Context: an optimization exercise on an open-source flow, tuned for small area, a short achievable clock period and few clock cycles per item. The choices shown serve that exercise and are no tape-out recipe. In this exercise RTL edits were held to simulation tests only and were not proved equivalent to the original.

[flow/run.sh]
#!/bin/bash
# synth_recipe.tcl (not shown) runs the flow's synth.tcl, then flattens the netlist and writes it again
# the make line also repeats each setting of config.mk as NAME=value (left out here)
make -C /OpenROAD-flow-scripts/flow DESIGN_CONFIG=/design/flow/config.mk WORK_HOME=/design/flow/orfs CLKGATE_MAP_FILE= SYNTH_SCRIPT=/design/flow/synth_recipe.tcl finish
[flow/config.mk]
export PLATFORM = sky130hd
export DESIGN_NAME = cffu_chk
export DESIGN_NICKNAME = cffu_chk
export VERILOG_FILES = /design/flow/design.v
export SDC_FILE = /design/flow/constraint.sdc
export NUM_CORES = 4
export LEC_CHECK = 0
export ABC_CLOCK_PERIOD_IN_PS = 2500
export CAP_MARGIN = 20
export CORE_MARGIN = 2
export CORE_UTILIZATION = 40
export SETUP_SLACK_MARGIN = 5
export SLEW_MARGIN = 20
[flow/constraint.sdc]
create_clock -name core_clock -period 8.0 [get_ports {clk}]
set_input_delay 1.6000 -clock core_clock [delete_from_list [all_inputs] [get_ports {clk}]]
set_output_delay 1.6000 -clock core_clock [all_outputs]
set_load 0.01 [all_outputs]
[flow/design.v]
module cffu_chk (
    input  wire        clk,
    input  wire        rst,           
    input  wire        cmd_valid,
    output wire        cmd_ready,
    input  wire        cmd_crc32,     
    input  wire [19:0] cmd_len,       
    input  wire [31:0] cmd_expect,    
    input  wire        in_valid,
    output wire        in_ready,
    input  wire [31:0] in_data,
    output reg         done,
    output wire [31:0] result,
    output reg         match
);
    localparam [31:0] CRC_POLY = 32'hEDB88320;
    reg         cr_q;         
    reg         rdy_q;        
    reg         st_ini;       
    reg         st_run;       
    reg         st_f1;        
    reg         st_f2;        
    reg         st_n;         
    reg         st_inv;       
    reg         st_fin;       
    reg  [4:0]  icnt;         
    reg         empty;        
    reg         alg_crc;
    reg  [1:0]  zpad;         
    reg  [31:0] expect_q;
    reg  [17:0] wcnt;         
    reg         wpart;        
    reg         last1;        
    reg  [31:0] in_q;
    reg         in_v, in_l;
    reg  [9:0]  sw_s;
    reg  [15:0] sw_w;
    reg         sw_v, sw_l;
    reg  [15:0] lo, hi;       
    reg         a16;          
    reg  [1:0]  bh;           
    assign cmd_ready = cr_q;
    assign in_ready  = rdy_q;
    assign result    = {hi, lo};
    wire accept = cmd_valid & cr_q;
    wire take   = in_valid & rdy_q;
    wire [17:0] len_w  = cmd_len[19:2];
    wire        len_p  = |cmd_len[1:0];
    wire        wc0    = (wcnt == 18'd0);
    wire        wc1    = (wcnt == 18'd1);
    wire        wc2    = (wcnt == 18'd2);
    reg [31:0] tmask;
    always @(*) begin
        case (zpad)
            2'd1:    tmask = 32'h00FFFFFF;
            2'd2:    tmask = 32'h0000FFFF;
            2'd3:    tmask = 32'h000000FF;
            default: tmask = 32'hFFFFFFFF;
        endcase
    end
    wire [31:0] in_m = in_data & (last1 ? tmask : 32'hFFFFFFFF);
    wire [7:0] d0 = in_q[7:0], d1 = in_q[15:8], d2 = in_q[23:16], d3 = in_q[31:24];
    wire [9:0]  s_sum = {2'd0, d0} + {2'd0, d1} + {2'd0, d2} + {2'd0, d3};
    wire [11:0] v_sum = {2'd0, d0, 2'd0} + {3'd0, d1, 1'b0} + {4'd0, d1} + {3'd0, d2, 1'b0} + {4'd0, d3};
    wire ge_a = (&lo[15:4]) & (|lo[3:0]);
    wire ge_b = (&hi[15:4]) & (|hi[3:0]);
    wire fa   = a16   | (st_f2 & ge_a);
    wire fb0  = bh[0] | (st_f2 & ge_b);
    wire fb1  = bh[1];
    wire [16:0] a_fold = {13'd0, fa, fa, fa, fa};
    wire [17:0] b_fold = {12'd0, fb1, fb0, 4'd0} - {16'd0, fb1, fb0};         
    wire [2:0]  a_top  = {a16, lo[15:14]};
    wire [17:0] a4_lo  = sw_v ? {2'd0, lo[13:0], 2'd0} : st_n ? {2'd0, ~lo} : 18'd0;
    wire [17:0] a4_hi  = sw_v ? {11'd0, a_top, 4'd0} - {15'd0, a_top} : 18'd0;  
    wire [16:0] a_nx   = {1'b0, lo} + a_fold + {7'd0, sw_s};
    wire [17:0] b_nx   = {2'd0, hi} + b_fold + a4_lo + a4_hi + {2'd0, sw_w};
    function [31:0] crc32_word(input [31:0] r_in, input [31:0] d);
        integer i;
        reg [31:0] r;
        begin
            r = r_in ^ d;
            for (i = 0; i < 32; i = i + 1)
                r = r[0] ? ((r >> 1) ^ CRC_POLY) : (r >> 1);
            crc32_word = r;
        end
    endfunction
    function [31:0] crc32_unbit(input [31:0] r);
        reg [31:0] t;
        begin
            t = r[31] ? (r ^ CRC_POLY) : r;
            crc32_unbit = {t[30:0], r[31]};
        end
    endfunction
    wire [31:0] crc_c  = {hi, lo};
    wire [31:0] crc_nx = ~crc32_word(~crc_c, in_q);
    wire [31:0] crc_iv = ~crc32_unbit(~crc_c);
    wire crc_last   = st_run & alg_crc & in_v & in_l;
    wire adl_last   = st_run & !alg_crc & sw_v & sw_l;
    wire inv_last   = st_inv & (icnt == 5'd0);
    wire icnt0      = (icnt == 5'd0);
    wire n_next     = (st_f2 & !icnt0) | (st_n & (icnt != 5'd1));
    wire to_fin     = (crc_last & (zpad == 2'd0)) | (st_ini & empty & alg_crc) | (st_f2 & icnt0) | inv_last;
    always @(posedge clk) begin
        if (cr_q) begin
            alg_crc  <= cmd_crc32;
            zpad     <= -cmd_len[1:0];
            expect_q <= cmd_expect;
            empty    <= (cmd_len == 20'd0);
        end
        if (cr_q) begin
            wcnt  <= len_w;
            wpart <= len_p;
            last1 <= (len_w == 18'd1 && !len_p) || (len_w == 18'd0 && len_p);
        end else if (take) begin
            if (!wc0) wcnt <= wcnt - 18'd1;
            else      wpart <= 1'b0;
            last1 <= (wc2 && !wpart) || (wc1 && wpart);
        end
        in_q <= in_m;
        sw_s <= in_v ? s_sum : 10'd0;
        sw_w <= in_v ? {4'd0, v_sum} : n_next ? 16'd65507 : 16'd0;
        if (st_ini) begin
            lo  <= alg_crc ? 16'd0 : 16'd1;
            hi  <= 16'd0;
            a16 <= 1'b0;
            bh  <= 2'd0;
        end else if (alg_crc) begin
            if (st_run & in_v)
                {hi, lo} <= crc_nx;
            else if (st_inv)
                {hi, lo} <= crc_iv;
        end else if ((st_run & sw_v) | st_f1 | st_f2 | st_n) begin
            {a16, lo} <= a_nx;
            {bh, hi}  <= b_nx;
            if (st_f2) begin
                a16 <= 1'b0;
                bh  <= 2'd0;
            end
        end
        if (st_ini)
            icnt <= alg_crc ? {zpad, 3'b000} - 5'd1 : {3'd0, zpad};
        else if (st_inv | st_n)
            icnt <= icnt - 5'd1;
        if (rst) begin
            cr_q   <= 1'b1;
            rdy_q  <= 1'b0;
            st_ini <= 1'b0;
            st_run <= 1'b0;
            st_f1  <= 1'b0;
            st_f2  <= 1'b0;
            st_inv <= 1'b0;
            st_n   <= 1'b0;
            st_fin <= 1'b0;
            done   <= 1'b0;
            match  <= 1'b0;
            in_v   <= 1'b0;
            in_l   <= 1'b0;
            sw_v   <= 1'b0;
            sw_l   <= 1'b0;
        end else begin
            in_v <= take;
            in_l <= take & last1;
            sw_v <= in_v;
            sw_l <= in_l;
            done  <= st_fin;
            match <= ({hi, lo} == expect_q);
            st_ini <= accept;
            st_run <= (st_ini & !empty) | (st_run & !crc_last & !adl_last);
            st_f1  <= adl_last | (st_ini & empty & !alg_crc) | (st_n & (icnt == 5'd1));
            st_n   <= n_next;
            st_f2  <= st_f1;
            st_inv <= (crc_last & (zpad != 2'd0)) | (st_inv & !inv_last);
            st_fin <= to_fin;
            cr_q   <= to_fin | (cr_q & !accept);
            if (accept)
                rdy_q <= (cmd_len != 20'd0);
            else if (take & last1)
                rdy_q <= 1'b0;
        end
    end
endmodule
==> results of run 1 <==
==> registers in the layout, indices dropped and copies added, names as in the netlist, 2 cells and up <==
register and flops:
sw_s 10, in_q 32, sw_w 13, hi 16, wcnt 18, zpad 2, bh 2, expect_q 32
icnt 5, lo 16
==> cells in the final DEF, fill, tap and decap left out, types with 11 or more instances in the layout <==
| master | n |
|---|---|
| sky130_fd_sc_hd__xnor2_1 | 184 |
| sky130_fd_sc_hd__buf_4 | 140 |
| sky130_fd_sc_hd__inv_1 | 126 |
| sky130_fd_sc_hd__clkdlybuf4s50_1 | 91 |
| sky130_fd_sc_hd__ha_1 | 81 |
| sky130_fd_sc_hd__nand2_1 | 80 |
| sky130_fd_sc_hd__edfxtp_1 | 77 |
| sky130_fd_sc_hd__fa_1 | 71 |
| sky130_fd_sc_hd__xor2_1 | 66 |
| sky130_fd_sc_hd__nor2_1 | 59 |
| sky130_fd_sc_hd__dfxtp_1 | 57 |
| sky130_fd_sc_hd__buf_6 | 52 |
| sky130_fd_sc_hd__xnor2_2 | 37 |
| sky130_fd_sc_hd__xnor2_4 | 36 |
| sky130_fd_sc_hd__a21oi_1 | 35 |
| sky130_fd_sc_hd__o21ai_0 | 34 |
| sky130_fd_sc_hd__nor3_1 | 25 |
| sky130_fd_sc_hd__and2_1 | 25 |
| sky130_fd_sc_hd__dlygate4sd2_1 | 24 |
| sky130_fd_sc_hd__nor2b_1 | 21 |
| sky130_fd_sc_hd__a21o_1 | 20 |
| sky130_fd_sc_hd__o21ai_1 | 17 |
| sky130_fd_sc_hd__clkbuf_16 | 17 |
| sky130_fd_sc_hd__dfxtp_2 | 17 |
| sky130_fd_sc_hd__a21oi_2 | 16 |
| sky130_fd_sc_hd__dfxtp_4 | 15 |
| sky130_fd_sc_hd__xnor3_2 | 14 |
| sky130_fd_sc_hd__o21ai_2 | 14 |
| sky130_fd_sc_hd__nor4_1 | 13 |
| sky130_fd_sc_hd__xor2_4 | 13 |
| sky130_fd_sc_hd__o211ai_1 | 12 |
| sky130_fd_sc_hd__conb_1 | 12 |
| sky130_fd_sc_hd__buf_12 | 12 |
| sky130_fd_sc_hd__nand3_1 | 11 |
| sky130_fd_sc_hd__xor2_2 | 11 |
==> per-stage QoR <==
stage / setup slack [ns] / hold slack (ns) / util [%]
after floorplan: 3.06 / 0.414 / -
after global placement: 2.40 / 0.437 / 46.4
after detailed placement: 2.36 / 0.439 / 46.4
after CTS: 2.61 / 0.444 / 52.5
after global routing: 2.52 / 0.467 / 55.8
final: 2.80 / 0.443 / 55.8
==> cell families after synthesis <==
logic type / share of synthesized area (%)
xor+xnor: 27.6
compound gates: 9.21
buf+inv: 5.17
simple gates: 9.85
mux: 0.369
other cells: 0.0527
flops: 28.7
fa+ha+maj: 19.0
==> repair_timing <==
item                                    4_1_cts  5_1_grt
setup buffers                               129       58
hold buffers                                  0        0
endpoints found under the setup margin       95       58
pin swaps                                    82      128
resized for setup                           180      142
==> per-layer routing <==
| metal | global-route usage [%] | vias to the layer above |
|---|---|---|
| met5 | 0 | - |
| met4 | 8.10 | 0 |
| met3 | 6.07 | 94 |
| met2 | 39.5 | 427 |
| met1 | 33.9 | 5531 |
| li1 | - | 5195 |
==> how the worst max path moves through the flow <==
stage,from,end
floorplan,hi[8],hi[15]
detailed placement,hi[15],hi[15]
global placement,hi[15],hi[15]
finish,hi[11],hi[15]
global route,hi[15],bh[1]
CTS,hi[15],hi[15]
==> layout make-up <==
cell class                      count  area share (%)
Multi-Input combinational cell   1051            54.8
Sequential cell                   166            21.2
Timing Repair Buffer              327            15.7
Tap cell                          461            2.93
Inverter                          134            2.57
Clock buffer                       18            2.18
Clock inverter                     14           0.686
==> flow_summary_export.csv, run 1 <==
group,metric,value,unit
yosys,synth_commonest_cells,"sky130_fd_sc_hd__xnor2_1, sky130_fd_sc_hd__inv_1, sky130_fd_sc_hd__dfxtp_1",
clock_network,numCtsBuffers,17,
cells_and_area,n_fill_cell,2964,
route,antenna_left,0,
yosys,synth_top_cell_by_area,"sky130_fd_sc_hd__edfxtp_1",
setup_path,endpoint_kind,"flop",
route,vias,11247,
yosys,async_flop_share,0,%
timing,max_freq,0.192,GHz
cells_and_area,area_grow_syn2layout,38.3,%
setup_path,series_of_cell_instances_along_the_critical_path,"nand4_1 -> nor4_4 -> nor2_2 -> ha_1 -> inv_1 -> fa_1 -> fa_2 -> fa_1 -> inv_2 -> ha_4 -> inv_2 -> fa_2 -> nor2b_2 -> o21ai_2 -> a21boi_2 -> o21ai_2 -> a21boi_2 -> o21ai_2 -> a21boi_2 -> o21ai_2 -> a211oi_2 -> or3_1 -> nand3_1 -> a311oi_1",
clock_network,tritoncts,"done",
setup_path,worst_r2r_endpoint,"hi[15]",
route,initialDrtViolationCount,758,
setup_path,arrival,5.56,ns
setup_path,worst-r2r-cell-count,24,
route,post_drt_via_cell_ratio,5.18,
setup_path,r2r_slack,2.80,ns
floorplan,fp-row-count,69,
setup_path,critical-path-top-delay-family,"adder cells",
timing,timing.final.max_slew_violations,0,
yosys,postSynthCellCount,1401,
setup_path,worst-path-max-fanout,7,
clock_network,htree_levels,4,
cells_and_area,fin_area,19700,um2
route,dr.pass1.iters,5,
timing,rsz_0062_raised_after_global_routing,"yes",
yosys,postSynthAreaPerCell,10.2,um2
worst_hold_path,destination_of_the_worst_hold_path,"done",
clock_network,clockBufferDepth,2,
cells_and_area,multiInputGateArea,10800,um2
yosys,synth_top_area_share,16.2,%
global_route,grt_max_degree,79,
yosys,yosysSeqAreaShare,28.7,%
timing,final.min_clock_period,5.20,ns
setup_path,cpMaxStageDelayCell,"sky130_fd_sc_hd__fa_2",
setup_path,startpoint_type,"flop",
floorplan,die_width,193,um
global_route,global_route.usage.total,25.1,%
placement,portBuffers,124,
floorplan,design.core.area,35300,um2
route,route.top_layer_used,"met4",
global_route,grt_first_pass_wirelength,67800,um
timing,finalSetupTns,0,ns
yosys,synth-seq-cells,166,
placement,placed_cells,1952,
cells_and_area,fin_nets,1954,
clock_network,insertion_delay,0.44,ns
global_route,grt_overflow,0,
setup_path,critical_path.n_buffers_inverters,3,
yosys,post-synth-top-count-cell,"sky130_fd_sc_hd__xnor2_1",
yosys,syn-cell-area,14200,um2
setup_path,path_depth,24,
route,drt-total-wl,47400,um
route,detailroute.wirelength.met3,3470,um
run,maxCapViolations,0,
setup_path,critical-path-top-cell-by-count,"sky130_fd_sc_hd__o21ai_2",
setup_path,required,8.36,ns
cells_and_area,drive_gt1_share,28.6,%
cells_and_area,ff_latch_area,4170,um2
yosys,synth-warning-count,1,
placement,postPlaceCellArea,16400,um2
yosys,synth_area_leaders,"sky130_fd_sc_hd__edfxtp_1, sky130_fd_sc_hd__xnor2_1, sky130_fd_sc_hd__dfxtp_1",
cells_and_area,layout.cells.non_filler,2171,
setup_path,timing_worst_setup_path_type,"reg2reg",
placement,detailedPlacementHpwl,34200,um
setup_path,slowest_delay,0.55,ns
timing,post-route-period-util,65.0,%
route,met1Wirelength,20500,um
floorplan,die_h,193,um
timing,finalHoldViolations,0,
clock_network,cts.reportedPaths.clkPinSlew,0.09,ns
route,drc_errors,0,
clock_network,clock-sinks,166,
timing,slew-limit-headroom,35.3,%
timing,report.final.setup_viol,0,
global_route,first_global_vias,11230,
placement,gpl.final_weighted_congestion,0.929,
clock_network,ctsRootBufferMaster,"sky130_fd_sc_hd__clkbuf_16",
worst_hold_path,worst_hold_path.num_cells,1,
setup_path,r2r-start,"hi[11]",
floorplan,ios,125,
yosys,number_of_flops_mapped_to_enable_cells_by_yosys,77,
route,routed_wire_length_per_instance,21.8,um
yosys,synth_ff_type,"sky130_fd_sc_hd__dfxtp_1",
floorplan,start_util,40.3,%
floorplan,die-area,37100,um2
cells_and_area,antennaDiodeCount,0,
global_route,initial_antenna_violation_count,0,
yosys,ys_types,67,
worst_hold_path,holdCritPathClass,"reg2reg",
timing,clock-skew-final,0.0229,ns
run_status,result_of_the_run,"complete, no violations",
worst_hold_path,timing.hold.worst.start,"st_fin",
timing,worst_slew_pin_slew,0.969,ns
route,met2_wire_len,21500,um
Testbench counts, summed over its fixed seeds: cycles 47,024, bytes 184,073.
==> run 2: changes to the inputs <==
--- a/flow/config.mk
+++ b/flow/config.mk
@@ -5,7 +5,6 @@
 export SDC_FILE = /design/flow/constraint.sdc
 export NUM_CORES = 4
 export LEC_CHECK = 0
-export ABC_CLOCK_PERIOD_IN_PS = 2500
 export CAP_MARGIN = 20
 export CORE_MARGIN = 2
 export CORE_UTILIZATION = 40
==> flow_summary_export.csv, run 2 <==
group,metric,value,unit
timing,final.min_clock_period,5.20,ns
placement,place_ws,2.36,ns
route,post_drt_via_cell_ratio,5.18,
cells_and_area,drive_gt1_share,28.6,%
yosys,post-synth-top-count-cell,"sky130_fd_sc_hd__xnor2_1",
clock_network,ctsRootBufferMaster,"sky130_fd_sc_hd__clkbuf_16",
yosys,syn-cell-area,14200,um2
timing,timing.final.max_slew_violations,0,
yosys,yosysSeqAreaShare,28.7,%
clock_network,numCtsBuffers,17,
route,initialDrtViolationCount,758,
global_route,grt_overflow,0,
clock_network,htree_levels,4,
setup_path,arrival,5.56,ns
floorplan,die_width,193,um
placement,portBuffers,124,
timing,max_freq,0.192,GHz
cells_and_area,antennaDiodeCount,0,
route,drc_errors,0,
global_route,grt_first_pass_wirelength,67800,um
floorplan,fp-row-count,69,
cells_and_area,mostFrequentLayoutCell,"sky130_fd_sc_hd__xnor2_1",
global_route,initial_antenna_violation_count,0,
placement,detailedPlacementHpwl,34200,um
cells_and_area,mostFrequentLayoutCells,"sky130_fd_sc_hd__xnor2_1, sky130_fd_sc_hd__buf_4, sky130_fd_sc_hd__inv_1, sky130_fd_sc_hd__clkdlybuf4s50_1, sky130_fd_sc_hd__ha_1",
timing,report.final.setup_viol,0,
clock_network,hold_fix_buffers_cts,0,
setup_path,timing_worst_setup_path_type,"reg2reg",
yosys,synth_ff_type,"sky130_fd_sc_hd__dfxtp_1",
placement,gpl.final_weighted_congestion,0.929,
floorplan,die-area,37100,um2
timing,finalHoldViolations,0,
yosys,async_flop_share,0,%
setup_path,worst-path-max-fanout,7,
setup_path,r2r_slack,2.80,ns
route,drt-total-wl,47400,um
yosys,synth_commonest_cells,"sky130_fd_sc_hd__xnor2_1, sky130_fd_sc_hd__inv_1, sky130_fd_sc_hd__dfxtp_1",
timing,post-route-period-util,65.0,%
yosys,number_of_flops_mapped_to_enable_cells_by_yosys,77,
yosys,postSynthAreaPerCell,10.2,um2
yosys,ys_types,67,
clock_network,clockBufferDepth,2,
yosys,synth-seq-cells,166,
timing,rsz_0062_raised_after_global_routing,"yes",
setup_path,endpoint_kind,"flop",
route,vias,11247,
route,antenna_left,0,
yosys,synth-warning-count,1,
timing,worst_slew_pin_slew,0.969,ns
floorplan,die_h,193,um
setup_path,startpoint_type,"flop",
clock_network,clock-sinks,166,
global_route,first_global_vias,11230,
global_route,grt_max_degree,79,
yosys,synth_area_leaders,"sky130_fd_sc_hd__edfxtp_1, sky130_fd_sc_hd__xnor2_1, sky130_fd_sc_hd__dfxtp_1",
route,routed_wire_length_per_instance,21.8,um
global_route,global_route.usage.total,25.1,%
clock_network,tritoncts,"done",
route,dr.pass1.iters,5,
setup_path,required,8.36,ns
timing,finalSetupTns,0,ns
yosys,synth_top_area_share,16.2,%
cells_and_area,n_fill_cell,2964,
run,maxCapViolations,0,
timing,setup_slack,2.80,ns
cells_and_area,largest_registers,"expect_q x32, in_q x32, wcnt x18",
yosys,synth_top_cell_by_area,"sky130_fd_sc_hd__edfxtp_1",
floorplan,start_util,40.3,%
clock_network,insertion_delay,0.44,ns
timing,clock-skew-final,0.0229,ns
run_status,result_of_the_run,"complete, no violations",
floorplan,design.core.area,35300,um2
timing,slew-limit-headroom,35.3,%
clock_network,cts.reportedPaths.clkPinSlew,0.09,ns
yosys,postSynthCellCount,1401,
worst_hold_path,holdCritPathClass,"reg2reg",
floorplan,ios,125,
cells_and_area,area_grow_syn2layout,38.3,%
cells_and_area,fin_nets,1954,
cells_and_area,utilization_of_the_core_after_routing,55.8,%
run 2: what timing repair did:
item	in CTS	in global routing
pin swaps	82	128
gates resized for setup	180	142
setup buffers	129	58
endpoints found under the setup margin	95	58
run 2: layout make-up:
type	count	area (um2)	share of cell area, %
flip-flops and latches	166	4170	21.2
multi-input cells	1051	10800	54.8
repair buffers	327	3080	15.7
inverters	134	505	2.57
clock buffers	18	429	2.18
clock inverters	14	135	0.686
well taps	461	577	2.93
run 2: per-layer routing:
| layer | part of all wire, % | track usage [%] | up-vias | wire (um) |
|---|---|---|---|---|
| met1 | 43 | 33.9 | 5531 | 20500 |
| met3 | 7.3 | 6.07 | 94 | 3470 |
| li1 | - | - | 5195 | - |
| met5 | 0 | 0 | - | 0 |
| met4 | 3.9 | 8.10 | 0 | 1850 |
| met2 | 45 | 39.5 | 427 | 21500 |
run 2: cells by family after synthesis:
| kind of cell | Yosys count | synth area share [%] |
|---|---|---|
| compound gates | 210 | 9.21 |
| xor+xnor | 368 | 27.6 |
| fa+ha+maj | 168 | 19.0 |
| buf+inv | 194 | 5.17 |
| flops | 166 | 28.7 |
| mux | 5 | 0.369 |
| other cells | 2 | 0.0527 |
| simple gates | 288 | 9.85 |
run 2: path summary, 6_finish.rpt:
path,cells after the start,start,to
max reg2reg,24,hi[11],hi[15]
min,1,st_fin,done
max,24,hi[11],hi[15]
min reg2reg,1,st_fin,done
run 2: critical path: stages, from the launching register on:
cell and delay, ns:
sky130_fd_sc_hd__dfxtp_4 0.43, sky130_fd_sc_hd__nand4_1 0.19, sky130_fd_sc_hd__nor4_4 0.36, sky130_fd_sc_hd__nor2_2 0.07, sky130_fd_sc_hd__ha_1 0.28, sky130_fd_sc_hd__inv_1 0.05, sky130_fd_sc_hd__fa_1 0.47, sky130_fd_sc_hd__fa_2 0.55
sky130_fd_sc_hd__fa_1 0.43, sky130_fd_sc_hd__inv_2 0.08, sky130_fd_sc_hd__ha_4 0.13, sky130_fd_sc_hd__inv_2 0.04, sky130_fd_sc_hd__fa_2 0.35, sky130_fd_sc_hd__nor2b_2 0.13, sky130_fd_sc_hd__o21ai_2 0.07, sky130_fd_sc_hd__a21boi_2 0.17
sky130_fd_sc_hd__o21ai_2 0.09, sky130_fd_sc_hd__a21boi_2 0.17, sky130_fd_sc_hd__o21ai_2 0.09, sky130_fd_sc_hd__a21boi_2 0.17, sky130_fd_sc_hd__o21ai_2 0.11, sky130_fd_sc_hd__a211oi_2 0.24, sky130_fd_sc_hd__or3_1 0.14, sky130_fd_sc_hd__nand3_1 0.07
sky130_fd_sc_hd__a311oi_1 0.25
run 2: through the flow:
step | hold WS [ns] | std cells | area (um2)
2_1_floorplan | 0.414 | 1411 | 14700
3_3_place_gp | 0.437 | 1952 | 16400
3_5_place_dp | 0.439 | 1952 | 16400
4_1_cts | 0.444 | 2113 | 18500
5_1_grt | 0.467 | 2171 | 19700
6_report | 0.443 | 2171 | 19700
==> run 3: changes to the inputs <==
--- a/flow/config.mk
+++ b/flow/config.mk
@@ -8,5 +8,4 @@
 export CAP_MARGIN = 20
 export CORE_MARGIN = 2
 export CORE_UTILIZATION = 40
-export SETUP_SLACK_MARGIN = 5
 export SLEW_MARGIN = 20
==> flow_summary_export.csv, run 3 <==
group,metric,value,unit
timing,report.final.setup_viol,0,
route,antenna_left,0,
floorplan,die_h,193,um
setup_path,endpoint_kind,"flop",
cells_and_area,area_grow_syn2layout,16.5,%
route,route.top_layer_used,"met4",
floorplan,die-area,37100,um2
floorplan,ios,125,
timing,timing.final.max_slew_violations,0,
timing,worst_slew_pin_slew,1.03,ns
worst_hold_path,timing.hold.worst.start,"st_f1",
route,met2_wire_len,19400,um
clock_network,cts_setup_buffers,0,
setup_path,timing_worst_setup_path_type,"reg2reg",
placement,placed_cells,1954,
yosys,post-synth-top-count-cell,"sky130_fd_sc_hd__xnor2_1",
placement,gpl.final_weighted_congestion,0.915,
setup_path,worst-r2r-cell-count,26,
yosys,yosysSeqAreaShare,28.7,%
yosys,synth_top_area_share,16.2,%
route,dr.pass1.iters,5,
yosys,synth_area_leaders,"sky130_fd_sc_hd__edfxtp_1, sky130_fd_sc_hd__xnor2_1, sky130_fd_sc_hd__dfxtp_1",
yosys,number_of_flops_mapped_to_enable_cells_by_yosys,77,
global_route,first_global_vias,10459,
yosys,synth-warning-count,1,
global_route,grt_max_degree,79,
cells_and_area,mostFrequentLayoutCell,"sky130_fd_sc_hd__xnor2_1",
timing,max_freq,0.156,GHz
cells_and_area,utilization_of_the_core_after_routing,47.0,%
clock_network,ctsRootBufferMaster,"sky130_fd_sc_hd__clkbuf_16",
placement,portBuffers,124,
route,met1Wirelength,19000,um
route,vias,10217,
yosys,synth-seq-cells,166,
cells_and_area,antennaDiodeCount,0,
yosys,syn-cell-area,14200,um2
route,routed_wire_length_per_instance,21.4,um
setup_path,r2r_slack,1.60,ns
yosys,async_flop_share,0,%
clock_network,insertion_delay,0.45,ns
clock_network,post_cts_resize_count,0,
yosys,postSynthCellCount,1401,
clock_network,tritoncts,"done",
timing,rsz_0062_raised_after_global_routing,"no",
worst_hold_path,worst_hold_path.num_cells,1,
clock_network,numCtsBuffers,17,
cells_and_area,fin_nets,1769,
cells_and_area,fin_area,16600,um2
placement,postPlaceCellArea,16000,um2
global_route,grt_overflow,0,
setup_path,worst_r2r_endpoint,"bh[1]",
yosys,ys_types,67,
timing,finalHoldViolations,0,
route,detailroute.wirelength.met3,2780,um
timing,post-route-period-util,80.0,%
global_route,initial_antenna_violation_count,1,
floorplan,design.core.area,35300,um2
global_route,global_route.usage.total,23.8,%
floorplan,fp-row-count,69,
floorplan,die_width,193,um
setup_path,startpoint_type,"flop",
yosys,synth_top_cell_by_area,"sky130_fd_sc_hd__edfxtp_1",
cells_and_area,largest_registers,"expect_q x32, in_q x32, wcnt x18",
floorplan,start_util,40.3,%
clock_network,cts.reportedPaths.clkPinSlew,0.08,ns
run_status,result_of_the_run,"complete, no violations",
worst_hold_path,destination_of_the_worst_hold_path,"st_f2",
setup_path,worst-path-max-fanout,19,
clock_network,hold_fix_buffers_cts,0,
clock_network,clockBufferDepth,2,
route,initialDrtViolationCount,724,
clock_network,clock-sinks,166,
setup_path,required,8.33,ns
clock_network,htree_levels,4,
timing,final.min_clock_period,6.40,ns
yosys,synth_ff_type,"sky130_fd_sc_hd__dfxtp_1",
route,post_drt_via_cell_ratio,5.14,
run,maxCapViolations,0,
yosys,synth_commonest_cells,"sky130_fd_sc_hd__xnor2_1, sky130_fd_sc_hd__inv_1, sky130_fd_sc_hd__dfxtp_1",
timing,finalSetupTns,0,ns
cells_and_area,drive_gt1_share,6.49,%
setup_path,arrival,6.73,ns
global_route,grt_first_pass_wirelength,63900,um
timing,slew-limit-headroom,31.0,%
worst_hold_path,holdCritPathClass,"reg2reg",
route,drc_errors,0,
cells_and_area,mostFrequentLayoutCells,"sky130_fd_sc_hd__xnor2_1, sky130_fd_sc_hd__inv_1, sky130_fd_sc_hd__clkdlybuf4s50_1, sky130_fd_sc_hd__dfxtp_1, sky130_fd_sc_hd__ha_1",
placement,detailedPlacementHpwl,34400,um
yosys,postSynthAreaPerCell,10.2,um2
cells_and_area,layout.cells.non_filler,1986,
setup_path,r2r-start,"hi[15]",
route,drt-total-wl,42600,um
timing,clock-skew-final,0.0155,ns
[run 3: cell counts after synthesis]
Identical to the previous run, type by type.
[run 3: cells by family after synthesis]
family / synth area share [%]
XOR/XNOR: 27.6
AND/OR/NAND/NOR: 9.85
AO/OA/AOI/OAI: 9.21
buffers and inverters: 5.17
adder cells (fa/ha/maj): 19.0
flip-flops: 28.7
multiplexers: 0.369
other: 0.0527
[run 3: stage by stage]
stage | hold WS (ns) | setup slack (ns)
floorplan | 0.414 | 2.58
global placement | 0.448 | 1.81
detailed placement | 0.456 | 1.74
CTS | 0.468 | 1.72
global route | 0.487 | 1.22
finish | 0.468 | 1.60
[run 3: worst max-delay path by stage]
stage / from / end / slack (ns)
after floorplan: hi[14] / hi[15] / 2.58
after global placement: hi[15] / hi[15] / 1.81
after detailed placement: hi[15] / bh[1] / 1.74
after CTS: hi[15] / bh[1] / 1.72
after global routing: hi[15] / bh[1] / 1.22
final: hi[15] / bh[1] / 1.60
[run 3: area by class of cell]
type / count / area [um2]
Clock buffer: 18 / 429
Clock inverter: 14 / 163
Fill cell: 3292 / 18700
Inverter: 134 / 503
Multi-Input combinational cell: 1051 / 9450
Sequential cell: 166 / 4100
Tap cell: 461 / 577
Timing Repair Buffer: 142 / 1380
[run 3: worst max-delay path, stage by stage (launching register included)]
cell and delay [ns]:
sky130_fd_sc_hd__dfxtp_1 0.31, sky130_fd_sc_hd__buf_4 0.31, sky130_fd_sc_hd__ha_1 0.22, sky130_fd_sc_hd__nand4_1 0.09, sky130_fd_sc_hd__nor4_1 0.42, sky130_fd_sc_hd__nor2_1 0.17
sky130_fd_sc_hd__ha_1 0.31, sky130_fd_sc_hd__inv_1 0.05, sky130_fd_sc_hd__fa_1 0.46, sky130_fd_sc_hd__fa_1 0.51, sky130_fd_sc_hd__fa_1 0.47, sky130_fd_sc_hd__inv_1 0.07
sky130_fd_sc_hd__ha_1 0.17, sky130_fd_sc_hd__inv_1 0.06, sky130_fd_sc_hd__fa_1 0.39, sky130_fd_sc_hd__nor2b_1 0.12, sky130_fd_sc_hd__o21ai_0 0.09, sky130_fd_sc_hd__a21boi_0 0.22
sky130_fd_sc_hd__o21ai_0 0.13, sky130_fd_sc_hd__a21boi_0 0.26, sky130_fd_sc_hd__o21ai_0 0.17, sky130_fd_sc_hd__a21boi_0 0.30, sky130_fd_sc_hd__o21ai_0 0.20, sky130_fd_sc_hd__a211oi_1 0.27
sky130_fd_sc_hd__o21ai_0 0.19, sky130_fd_sc_hd__a31oi_1 0.19, sky130_fd_sc_hd__o21ai_0 0.10
[run 3: per-layer routing]
layer,vias up,GRT usage (%)
met1,4964,32.9
met2,351,37.8
met4,0,8.75
met3,71,3.60
met5,-,0
li1,4831,-

[re-timing with driven ports]
In the flow no input, the clock included, has a driving cell. The finished layouts below were timed again as built, in two steps. Step 1 assumes that a clkbuf_16 drives the clock port and a buf_2 every other input. Step 2 moves the port delays by t, midway between the first and last clock arrival at a register: inputs arrive t later, outputs are due t later. That takes back most of the time a late clock gives input paths. Slacks: ideal / step 1 / step 2; pairs: ideal / step 1.
| run | shift t [ns] | setup slack, ns | cell pins on the clock port's net |
|---|---|---|---|
| run 1 | 0.480 | 2.797 / 2.797 / 2.797 | 1 |
| run 2 | 0.480 | 2.797 / 2.797 / 2.797 | 1 |
| run 3 | 0.498 | 1.597 / 1.597 / 1.597 | 1 |
After both steps setup and hold are still met in every run listed.
